Source: an optimization exercise on an open RTL-to-GDS flow (aim: small area, a short achievable clock period and few clock cycles). Production flows keep margins and buffers that such runs may drop.
Only the layout flow was run in this run; the RTL was not checked for function there.

[design/flow/run.sh]
#!/bin/bash
# synth_recipe.tcl (not shown) runs the flow's synth.tcl, then flattens the netlist and writes it again
# the make line also repeats each setting of config.mk as NAME=value (left out here)
make -C /OpenROAD-flow-scripts/flow DESIGN_CONFIG=/design/flow/config.mk WORK_HOME=/design/flow/orfs CLKGATE_MAP_FILE= SYNTH_SCRIPT=/design/flow/synth_recipe.tcl finish
[design/flow/config.mk]
export PLATFORM = sky130hd
export DESIGN_NAME = ww_dec
export DESIGN_NICKNAME = ww_dec
export VERILOG_FILES = /design/flow/design.v
export SDC_FILE = /design/flow/constraint.sdc
export NUM_CORES = 4
export LEC_CHECK = 0
export CAP_MARGIN = 20
export CORE_MARGIN = 2
export CORE_UTILIZATION = 40
export SETUP_SLACK_MARGIN = 3.0
export SLEW_MARGIN = 20
export SYNTH_MEMORY_MAX_BITS = 16384
[design/flow/constraint.sdc]
create_clock -name core_clock -period 6.0 [get_ports {clk}]
set_input_delay 1.2000 -clock core_clock [delete_from_list [all_inputs] [get_ports {clk}]]
set_output_delay 1.2000 -clock core_clock [all_outputs]
set_load 0.01 [all_outputs]
[design/flow/design.v]
module ww_asc_rom (
    input  wire [10:0] a,
    output wire        l5,
    output wire        l6,
    output wire        l7,
    output wire        l10,
    output wire        l11,
    output wire        term,
    output reg  [7:0]  sym
);
    assign l5 = (!a[10] && !a[9] && !a[8] && !a[7]) ||
                  (!a[10] && !a[9] && !a[8] && a[7] && !a[6]);
    assign l6 = (!a[10] && !a[9] && !a[8] && a[7] && a[6]) ||
                  (!a[10] && !a[9] && a[8]) ||
                  (!a[10] && a[9]) ||
                  (a[10] && !a[9]) ||
                  (a[10] && a[9] && !a[8] && !a[7]) ||
                  (a[10] && a[9] && !a[8] && a[7] && !a[6]) ||
                  (a[10] && a[9] && !a[8] && a[7] && a[6] && !a[5]);
    assign l7 = (a[10] && a[9] && !a[8] && a[7] && a[6] && a[5]) ||
                  (a[10] && a[9] && a[8] && !a[7]);
    assign l10 = (a[10] && a[9] && a[8] && a[7] && !a[6]) ||
                  (a[10] && a[9] && a[8] && a[7] && a[6] && !a[5]) ||
                  (a[10] && a[9] && a[8] && a[7] && a[6] && a[5] && !a[4]) ||
                  (a[10] && a[9] && a[8] && a[7] && a[6] && a[5] && a[4] && !a[3]) ||
                  (a[10] && a[9] && a[8] && a[7] && a[6] && a[5] && a[4] && a[3] && !a[2] && !a[1]);
    assign l11 = (a[10] && a[9] && a[8] && a[7] && a[6] && a[5] && a[4] && a[3] && !a[2] && a[1]) ||
                  (a[10] && a[9] && a[8] && a[7] && a[6] && a[5] && a[4] && a[3] && a[2]);
    assign term = (a[10] && a[9] && a[8] && a[7] && a[6] && a[5] && a[4] && a[3] && !a[2] && !a[1]);
    wire [5:0] k6  = a[10:5] - 6'd6;
    wire [3:0] k7  = a[7:4] - 4'd14;          
    wire [5:0] k10 = a[6:1];                  
    wire [2:0] k11 = a[2:0] - 3'd2;           
    always @(*) begin
        if (l5)
            sym = 8'd120 + {6'd0, a[7:6]};
        else if (l6)
            sym = (k6 < 6'd26) ? 8'd65 + {2'd0, k6} : 8'd71 + {2'd0, k6};
        else if (l7)
            sym = 8'd48 + {4'd0, k7};
        else if (l10) begin
            if (k10 < 6'd42)      sym = 8'd6  + {2'd0, k10};
            else if (k10 < 6'd49) sym = 8'd16 + {2'd0, k10};
            else if (k10 < 6'd55) sym = 8'd42 + {2'd0, k10};
            else                  sym = 8'd68 + {2'd0, k10};
        end else
            sym = {5'd0, k11};
    end
endmodule
module ww_fbc_rom (
    input  wire [10:0] a,
    output wire        l6,
    output wire        l7,
    output wire        l8,
    output wire        l9,
    output wire        l10,
    output wire        l11,
    output wire        term,
    output reg  [7:0]  sym
);
    assign l6 = (!a[10] && !a[9]) ||
                  (!a[10] && a[9] && !a[8]) ||
                  (!a[10] && a[9] && a[8] && !a[7] && !a[6]);
    assign l7 = (!a[10] && a[9] && a[8] && !a[7] && a[6]) ||
                  (!a[10] && a[9] && a[8] && a[7]) ||
                  (a[10] && !a[9] && !a[8] && !a[7]) ||
                  (a[10] && !a[9] && !a[8] && a[7] && !a[6]) ||
                  (a[10] && !a[9] && !a[8] && a[7] && a[6] && !a[5]);
    assign l8 = (a[10] && !a[9] && !a[8] && a[7] && a[6] && a[5]) ||
                  (a[10] && !a[9] && a[8]) ||
                  (a[10] && a[9] && !a[8] && !a[7] && !a[6]) ||
                  (a[10] && a[9] && !a[8] && !a[7] && a[6] && !a[5] && !a[4] && !a[3]);
    assign l9 = (a[10] && a[9] && !a[8] && !a[7] && a[6] && !a[5] && !a[4] && a[3]) ||
                  (a[10] && a[9] && !a[8] && !a[7] && a[6] && !a[5] && a[4]) ||
                  (a[10] && a[9] && !a[8] && !a[7] && a[6] && a[5]) ||
                  (a[10] && a[9] && !a[8] && a[7]) ||
                  (a[10] && a[9] && a[8] && !a[7]) ||
                  (a[10] && a[9] && a[8] && a[7] && !a[6] && !a[5]) ||
                  (a[10] && a[9] && a[8] && a[7] && !a[6] && a[5] && !a[4]) ||
                  (a[10] && a[9] && a[8] && a[7] && !a[6] && a[5] && a[4] && !a[3]) ||
                  (a[10] && a[9] && a[8] && a[7] && !a[6] && a[5] && a[4] && a[3] && !a[2]);
    assign l10 = (a[10] && a[9] && a[8] && a[7] && !a[6] && a[5] && a[4] && a[3] && a[2] && !a[1]);
    assign term = l10;
    assign l11 = (a[10] && a[9] && a[8] && a[7] && !a[6] && a[5] && a[4] && a[3] && a[2] && a[1]) ||
                  (a[10] && a[9] && a[8] && a[7] && a[6]);
    wire [7:0] k8  = a[10:3] - 8'd156;
    wire [7:0] k9  = a[9:2] - 8'd146;        
    wire [6:0] k11 = a[6:0] - 7'd62;         
    always @(*) begin
        if (l6)
            sym = 8'd97 + {2'd0, a[10:5]};
        else if (l7)
            sym = 8'd13 + {1'd0, a[10:4]};   
        else if (l8)
            sym = (k8 < 8'd10) ? 8'd48 + k8 : 8'd211 + k8;
        else if (l9)
            sym = 8'd128 + k9;
        else begin
            if (k11 < 7'd48)      sym = {1'b0, k11};
            else if (k11 < 7'd55) sym = {1'b0, k11} + 8'd10;
            else if (k11 < 7'd61) sym = {1'b0, k11} + 8'd36;
            else                  sym = {1'b0, k11} + 8'd62;
        end
    end
endmodule
module ww_dec #(
    parameter N = 24                   
) (
    input  wire        clk,
    input  wire        rst,
    input  wire        in_valid,
    input  wire [7:0]  in_data,
    output wire        in_ready,
    output wire        out_valid,
    input  wire        out_ready,
    output wire [1:0]  out_kind,
    output wire        out_end,
    output wire [31:0] out_data
);
    localparam [2:0] S_TAG  = 3'd0,    
                     S_ASC  = 3'd1,    
                     S_UTF  = 3'd2,    
                     S_RAW  = 3'd3,    
                     S_PAY  = 3'd4,    
                     S_PAY2 = 3'd5;    
    reg  [N-1:0] buf_q;
    reg  [5:0]   nb;
    reg  [2:0]   state;
    reg  [1:0]   pw;               
    reg          ov;
    reg  [1:0]   okind;
    reg          oend;
    reg          ozero;            
    reg  [7:0]   obyte;
    reg  [31:0]  count;            
    reg          fresh;            
    assign out_valid = ov;
    assign out_kind  = okind;
    assign out_end   = oend;
    assign out_data  = oend ? (ozero ? 32'd0 : count) : {24'd0, obyte};
    assign in_ready = (nb <= N - 8);
    wire take = in_valid && in_ready;
    wire go   = !ov || out_ready;
    wire [16:0] ge;
    genvar g;
    generate for (g = 0; g < 17; g = g + 1) begin : g_ge
        assign ge[g] = (nb >= g);
    end endgenerate
    wire [15:0] w = buf_q[N-1 -: 16];
    wire a_l5, a_l6, a_l7, a_l10, a_l11, a_term;
    wire [7:0] a_sym;
    ww_asc_rom u_asc (.a(w[15:5]), .sym(a_sym), .term(a_term), .l5(a_l5), .l6(a_l6),
                      .l7(a_l7), .l10(a_l10), .l11(a_l11));
    wire f_l6, f_l7, f_l8, f_l9, f_l10, f_l11, f_term;
    wire [7:0] f_sym;
    ww_fbc_rom u_fbc (.a(w[15:5]), .sym(f_sym), .term(f_term), .l6(f_l6), .l7(f_l7),
                      .l8(f_l8), .l9(f_l9), .l10(f_l10), .l11(f_l11));
    function [5:0] tag_len(input [5:0] t);
        if (!t[5])      tag_len = 6'b000001;
        else if (!t[4]) tag_len = 6'b000010;
        else if (!t[3]) tag_len = 6'b000100;
        else if (!t[2]) tag_len = 6'b001000;
        else if (!t[1]) tag_len = 6'b010000;
        else            tag_len = 6'b100000;
    endfunction
    function [2:0] tag_st(input [5:0] t);
        tag_st = !t[5] ? S_ASC : !t[4] ? S_UTF : !t[3] ? S_RAW : S_PAY;
    endfunction
    function [1:0] tag_pw(input [5:0] t);
        tag_pw = !t[2] ? 2'd0 : !t[1] ? 2'd1 : !t[0] ? 2'd2 : 2'd3;
    endfunction
    wire [5:0] t_h = w[15:10];             
    wire [5:0] t_t = w[5:0];               
    wire [5:0] t_r = w[7:2];               
    wire       raw_end = (w[15:8] == 8'd0);
    reg  [16:0] sel;
    reg  [2:0]  st_full;       
    reg  [1:0]  pw_full;
    reg         beat;
    reg         bend;
    reg  [7:0]  bbyte;
    always @(*) begin
        sel     = 17'd0;
        st_full = state;
        pw_full = pw;
        beat    = 1'b0;
        bend    = 1'b0;
        bbyte   = 8'd0;
        case (state)
            S_TAG: begin
                sel[6:1] = tag_len(t_h);
                st_full  = tag_st(t_h);
                pw_full  = tag_pw(t_h);
            end
            S_ASC: begin
                beat  = 1'b1;
                bbyte = a_sym;
                bend  = a_term;
                if (a_term) begin
                    sel[16:11] = tag_len(t_t);
                    st_full    = tag_st(t_t);
                    pw_full    = tag_pw(t_t);
                end else begin
                    sel[5]  = a_l5 && !(fresh && ov && oend);
                    sel[6]  = a_l6;
                    sel[7]  = a_l7;
                    sel[10] = a_l10;
                    sel[11] = a_l11;
                end
            end
            S_UTF: begin
                beat  = 1'b1;
                bbyte = f_sym;
                bend  = f_term;
                if (f_term) begin
                    sel[16:11] = tag_len(t_t);
                    st_full    = tag_st(t_t);
                    pw_full    = tag_pw(t_t);
                end else begin
                    sel[6]  = f_l6;
                    sel[7]  = f_l7;
                    sel[8]  = f_l8;
                    sel[9]  = f_l9;
                    sel[11] = f_l11;
                end
            end
            S_RAW: begin
                beat  = 1'b1;
                bbyte = w[15:8];
                bend  = raw_end;
                if (raw_end) begin
                    sel[14:9] = tag_len(t_r);
                    st_full   = tag_st(t_r);
                    pw_full   = tag_pw(t_r);
                end else begin
                    sel[8] = 1'b1;
                end
            end
            S_PAY: begin
                beat = (pw != 2'd3);
                bend = 1'b1;
                sel[4]  = (pw == 2'd0);
                sel[8]  = (pw == 2'd1);
                sel[16] = pw[1];
                st_full = (pw == 2'd3) ? S_PAY2 : S_TAG;
            end
            default: begin   
                beat    = 1'b1;
                bend    = 1'b1;
                sel[16] = 1'b1;
                st_full = S_TAG;
            end
        endcase
    end
    wire text_st = (state == S_ASC) || (state == S_UTF) || (state == S_RAW);
    wire full = go && |(sel & ge);
    wire fb   = go && !full && text_st && bend && ((state == S_RAW) ? ge[8] : ge[10]);
    wire step = full || fb;
    reg  [4:0] amt;
    integer j;
    always @(*) begin
        amt = 5'd0;
        for (j = 0; j < 17; j = j + 1)
            if (sel[j]) amt = amt | j[4:0];
    end
    wire [31:0] ival = (state == S_PAY2) ? {count[15:0], w} :
                       (pw == 2'd0) ? {28'd0, w[15:12]} :
                       (pw == 2'd1) ? {24'd0, w[15:8]} : {16'd0, w};
    wire [7:0] rot = {in_data, in_data} >> nb[2:0];    
    reg  [N-1:0] buf_in;
    integer i, k;
    always @(*) begin
        for (i = 0; i < N; i = i + 1) begin
            k = N - 1 - i;         
            if (take && (((k >> 3) == nb[5:3] && (k & 7) >= nb[2:0]) ||
                         ((k >> 3) == nb[5:3] + 3'd1 && (k & 7) < nb[2:0])))
                buf_in[i] = rot[7 - (k & 7)];
            else
                buf_in[i] = buf_q[i];
        end
    end
    wire [N-1:0] buf_sh = buf_in << amt;
    wire [N-1:0] buf_fb = (state == S_RAW) ? (buf_in << 8) : (buf_in << 10);
    wire [4:0]   amt_fb = (state == S_RAW) ? 5'd8 : 5'd10;
    always @(posedge clk) begin
        buf_q <= full ? buf_sh : fb ? buf_fb : buf_in;
        if (rst) begin
            nb    <= 6'd0;
            state <= S_TAG;
            ov    <= 1'b0;
            fresh <= 1'b1;
        end else begin
            nb <= nb + (take ? 6'd8 : 6'd0) - (full ? {1'b0, amt} : fb ? {1'b0, amt_fb} : 6'd0);
            if (go)
                ov <= step && beat;
            if (step) begin
                state <= full ? st_full : S_TAG;
                pw    <= pw_full;
                if (beat) begin
                    okind <= (state == S_ASC) ? 2'd0 :
                             (state == S_UTF) ? 2'd1 :
                             (state == S_RAW) ? 2'd2 : 2'd3;
                    oend  <= bend;
                    obyte <= bbyte;
                    ozero <= fresh && text_st;
                    if (!bend) begin
                        count <= fresh ? 32'd1 : count + 32'd1;
                        fresh <= 1'b0;
                    end else begin
                        fresh <= 1'b1;
                    end
                    if (!text_st)
                        count <= ival;
                end else if (state == S_PAY)
                    count[15:0] <= w;
            end
        end
    end
endmodule
==> notes.md <==
==> worst min-delay path by stage <==
| stage | from | to | slack (ns) | cells after the start |
|---|---|---|---|---|
| after floorplan | buf_q[0] | buf_q[0] | 0.53 | 2 |
| after global placement | count[11] | count[27] | 0.64 | 2 |
| after detailed placement | count[11] | count[27] | 0.63 | 2 |
| after CTS | buf_q[0] | buf_q[0] | 0.63 | 2 |
| after global routing | buf_q[0] | buf_q[0] | 0.66 | 2 |
| final | count[11] | count[27] | 0.63 | 2 |
==> what timing repair did <==
action,in CTS,in global routing
cloned,8,0
endpoints found under the setup margin,123,105
resized for setup,313,124
buffers inserted,119,34
pin swaps,63,46
==> area by class of cell <==
type | count | share of cell area
clock buffers | 9 | 0.0159
diodes | 1 | 0.000177
well taps | 324 | 0.0287
flip-flops and latches | 81 | 0.151
inverters | 37 | 0.0119
multi-input cells | 1064 | 0.625
repair buffers | 232 | 0.160
clock inverters | 6 | 0.00655
==> registers in the layout, indices dropped and copies added (netlist names), 2 cells and up <==
name and flops:
count 32, buf_q 24, obyte 8, nb 6
state 3, okind 2, pw 2
==> worst min-delay path, cell delays in order, from the launching register on <==
cell and delay (ns):
edfxtp_1 0.40, nand2_1 0.06, o21ai_0 0.06
==> per-layer routing <==
layer | vias to the layer above | global-route usage | routed length (um)
met3 | 200 | 0.0732 | 4400
met2 | 756 | 0.507 | 19200
li1 | 5054 | - | -
met5 | - | 0 | 13
met4 | 2 | 0.145 | 2280
met1 | 5426 | 0.409 | 16600
==> synthesized netlist by cell type, types with 6 or more instances <==
cell	n
nor2b_1	11
a21o_1	6
nand2_1	141
o21ai_0	78
a21oi_1	89
a211oi_1	15
nor3_1	66
a22oi_1	8
o21ai_1	11
mux2_2	11
nand3_1	45
a221oi_1	9
nor3_2	16
mux2i_1	43
inv_1	33
nand4_1	16
xnor2_1	44
clkbuf_1	58
and2_1	36
mux4_2	8
nor4_1	6
a31oi_1	14
o31ai_1	7
or3_1	8
and3_1	11
nor2_1	93
nand2b_1	13
or2_2	6
ha_1	46
o22ai_1	20
buf_2	17
xor2_1	30
dfxtp_1	35
edfxtp_1	46
buf_1	11
o211ai_1	34
==> stage by stage <==
step	area (sq um)	cells
after floorplan	10000	1272
after global placement	10600	1577
after detailed placement	10600	1577
after CTS	13300	1719
after global routing	14100	1753
final	14100	1754
==> kinds of logic after synthesis <==
logic type	count (synthesis)	share of synthesized area
and+or+nand+nor	500	0.262
AOI/OAI and AO/OA	374	0.259
buffers and inverters	132	0.0592
DFF	81	0.213
xor gates and xnor gates	74	0.0664
muxes	62	0.0753
adders and majority gates	49	0.0651
==> summary.md <==
| Metric | Value |
|---|---|
| Status | `timing/DRC/antenna clean` |
| Final Core Density | `0.586` |
| Reg2reg start | `buf_q[19]` |
| Buf+Inv Stages, Crit Path | `2` |
| Vias | `11400` |
| Place WS | `1.28 ns` |
| Syn avg cell area | `approximately 7.7 sq um` |
| Initial Utilization | `0.405` |
| Final wirelength | `42.4 mm` |
| Fmax | `approximately 0.26 GHz` |
| CP Launch Type | `register` |
| Hold Slack | `0.635 ns` |
| Most frequent cells in the layout | `nand2_1 (136), buf_4 (130), nor2_1 (79)` |
| GRT overflow | `0` |
| Die ar. | `roughly 0.026 sq mm` |
| ANT nets after route | `0` |
| Core Area | `0.0241 sq mm` |
| Setup CP Type | `register to register` |
| CP startpoint | `buf_q[19]` |
| Clock skew | `0.0110 ns` |
| Area Growth Syn to Fin | `44.8%` |
| Final TNS setup | `0 ns` |
| Critical Path RT | `~6.2 ns` |
| Slew @ Worst Pin | `1.07 ns` |
| Commonest non-fill, non-tap cell in the layout | `nand2_1` |
| Initial DRT Pass Iterations | `7` |
| First-pass GRT wire length | `64.0 mm` |
| Area leader, netlist | `edfxtp_1` |
| GP Congestion | `0.962` |
| Vias/cell | `6.52` |
| Sinks on Clock Net | `81` |
| Number of port buffers | `48` |
| CP endpoint kind | `register` |
| Mapped Nets | `1333` |
| Synth top area cells | `edfxtp_1 (14%), dfxtp_1 (7.2%), ha_1 (5.9%)` |
| Root cell of the clock tree | `clkbuf_16` |
| Clk pin slew, worst setup/hold paths | `about 0.07 ns` |
| Chip width | `160 um` |
| Layout cells sized above 1 | `0.351` |
| Hold-fix buffers at CTS | `0` |
| DR iter-0 viols | `1732` |
| Arrival @ worst endpoint | `4.09 ns` |
| Number of synthesized register bits | `roughly 80` |
| FP Rows | `57` |
| CTS max path bufs | `2` |
| FF-to-FF setup slack | `approximately 2.1 ns` |
| Area share of the largest cell type after synthesis | `0.142` |
| DPL Wire Length | `27.1 mm` |
| Worst Setup EP | `nb[5]` |
| Avg WL per Cell | `24.2 um` |
| Synthesized area | `0.00976 sq mm` |
| Final Hold Fails | `0` |
| Skew-Pair Late Insertion Delay | `roughly 0.36 ns` |
| TritonCTS clock tree | `built` |
| CTS buffer count | `9` |
| Final WS setup | `2.13 ns` |
| Boundary pin count | `49` |
| Fin crit period | `3.87 ns` |
| Largest net degree at the start of global routing | `31` |
| Setup-failing EPs final | `0` |
| Crit Path Max Fanout | `13` |
| Max-slew violation count | `0` |
| Crit-path cells | `buf_4 -> inv_8 -> ha_1 -> and2_4 -> and2_1 -> and3_1 -> o21ai_1 -> nand4_1 -> nor2_2 -> nand2b_1 -> nand2_2 -> fa_1 -> ha_4 -> a21o_1 -> a21oi_2 -> xnor2_1 -> nor2_1` |
| Synth cell types | `97` |
| Reg2reg path depth | `17` |
| Htree depth | `3` |
| FF-to-FF End | `nb[5]` |
| RSZ-0062 raised after global routing | `yes` |
| Yosys warns | `3` |
| Number of flops mapped to enable cells by yosys | `46` |
| Area occupied by multi-input gates | `0.00884 sq mm` |
| Period utilisation layout | `0.644` |
| CP max stage delay | `between 0.4 and 0.5 ns` |
| Cell count after synthesis | `1272` |
| Max_cap viols | `0` |
| Slowest CP cell | `fa_1` |
| Gr usage total | `0.318` |
| Vias in the first global route | `11000` |
| Post-synthesis sequential area ratio | `0.213` |
| Delay-heaviest family, CP | `simple AND/OR/NAND/NOR gates` |
| Synth Flop Type | `edfxtp_1` |
| Async SR Flop Fraction | `0` |
| Initial antenna violation count | `4` |
| Die Span Y | `around 160 um` |
| Worst Hold Class | `register to register` |
| Total Nets Final | `1486` |
| Storage element area | `0.00214 sq mm` |
| FILL cells | `2158` |
| DRC | `0` |
| Relative slew slack | `0.284` |
| Critical path depth in cells | `17` |

-- port drivers added, routing unchanged --
The flow's constraints put no driver on any port. The routed layout listed below was extracted and timed again, unchanged, in two steps. Step 1 sets driving cells, clkbuf_16 on the clock port and buf_2 on the other inputs (assumed; they add their load-dependent delay and slew). Step 2 times the ports against the registers' clock, not the clock port: input delays grow and output delays shrink by t, the midpoint of the rising clock arrivals with the driver on. Three values: ideal, step 1, step 2; two values: the first two.
t, ns: 0.394
slack for setup (ns): 2.134 / 2.134 / 1.971
worst setup path after step 2: input to register
worst slew at a driven data input, ns: 0.03
After both steps this run still meets setup and hold. For this run, drivers alone change the setup slack by 0.000 ns; drivers and shift together by -0.163 ns.
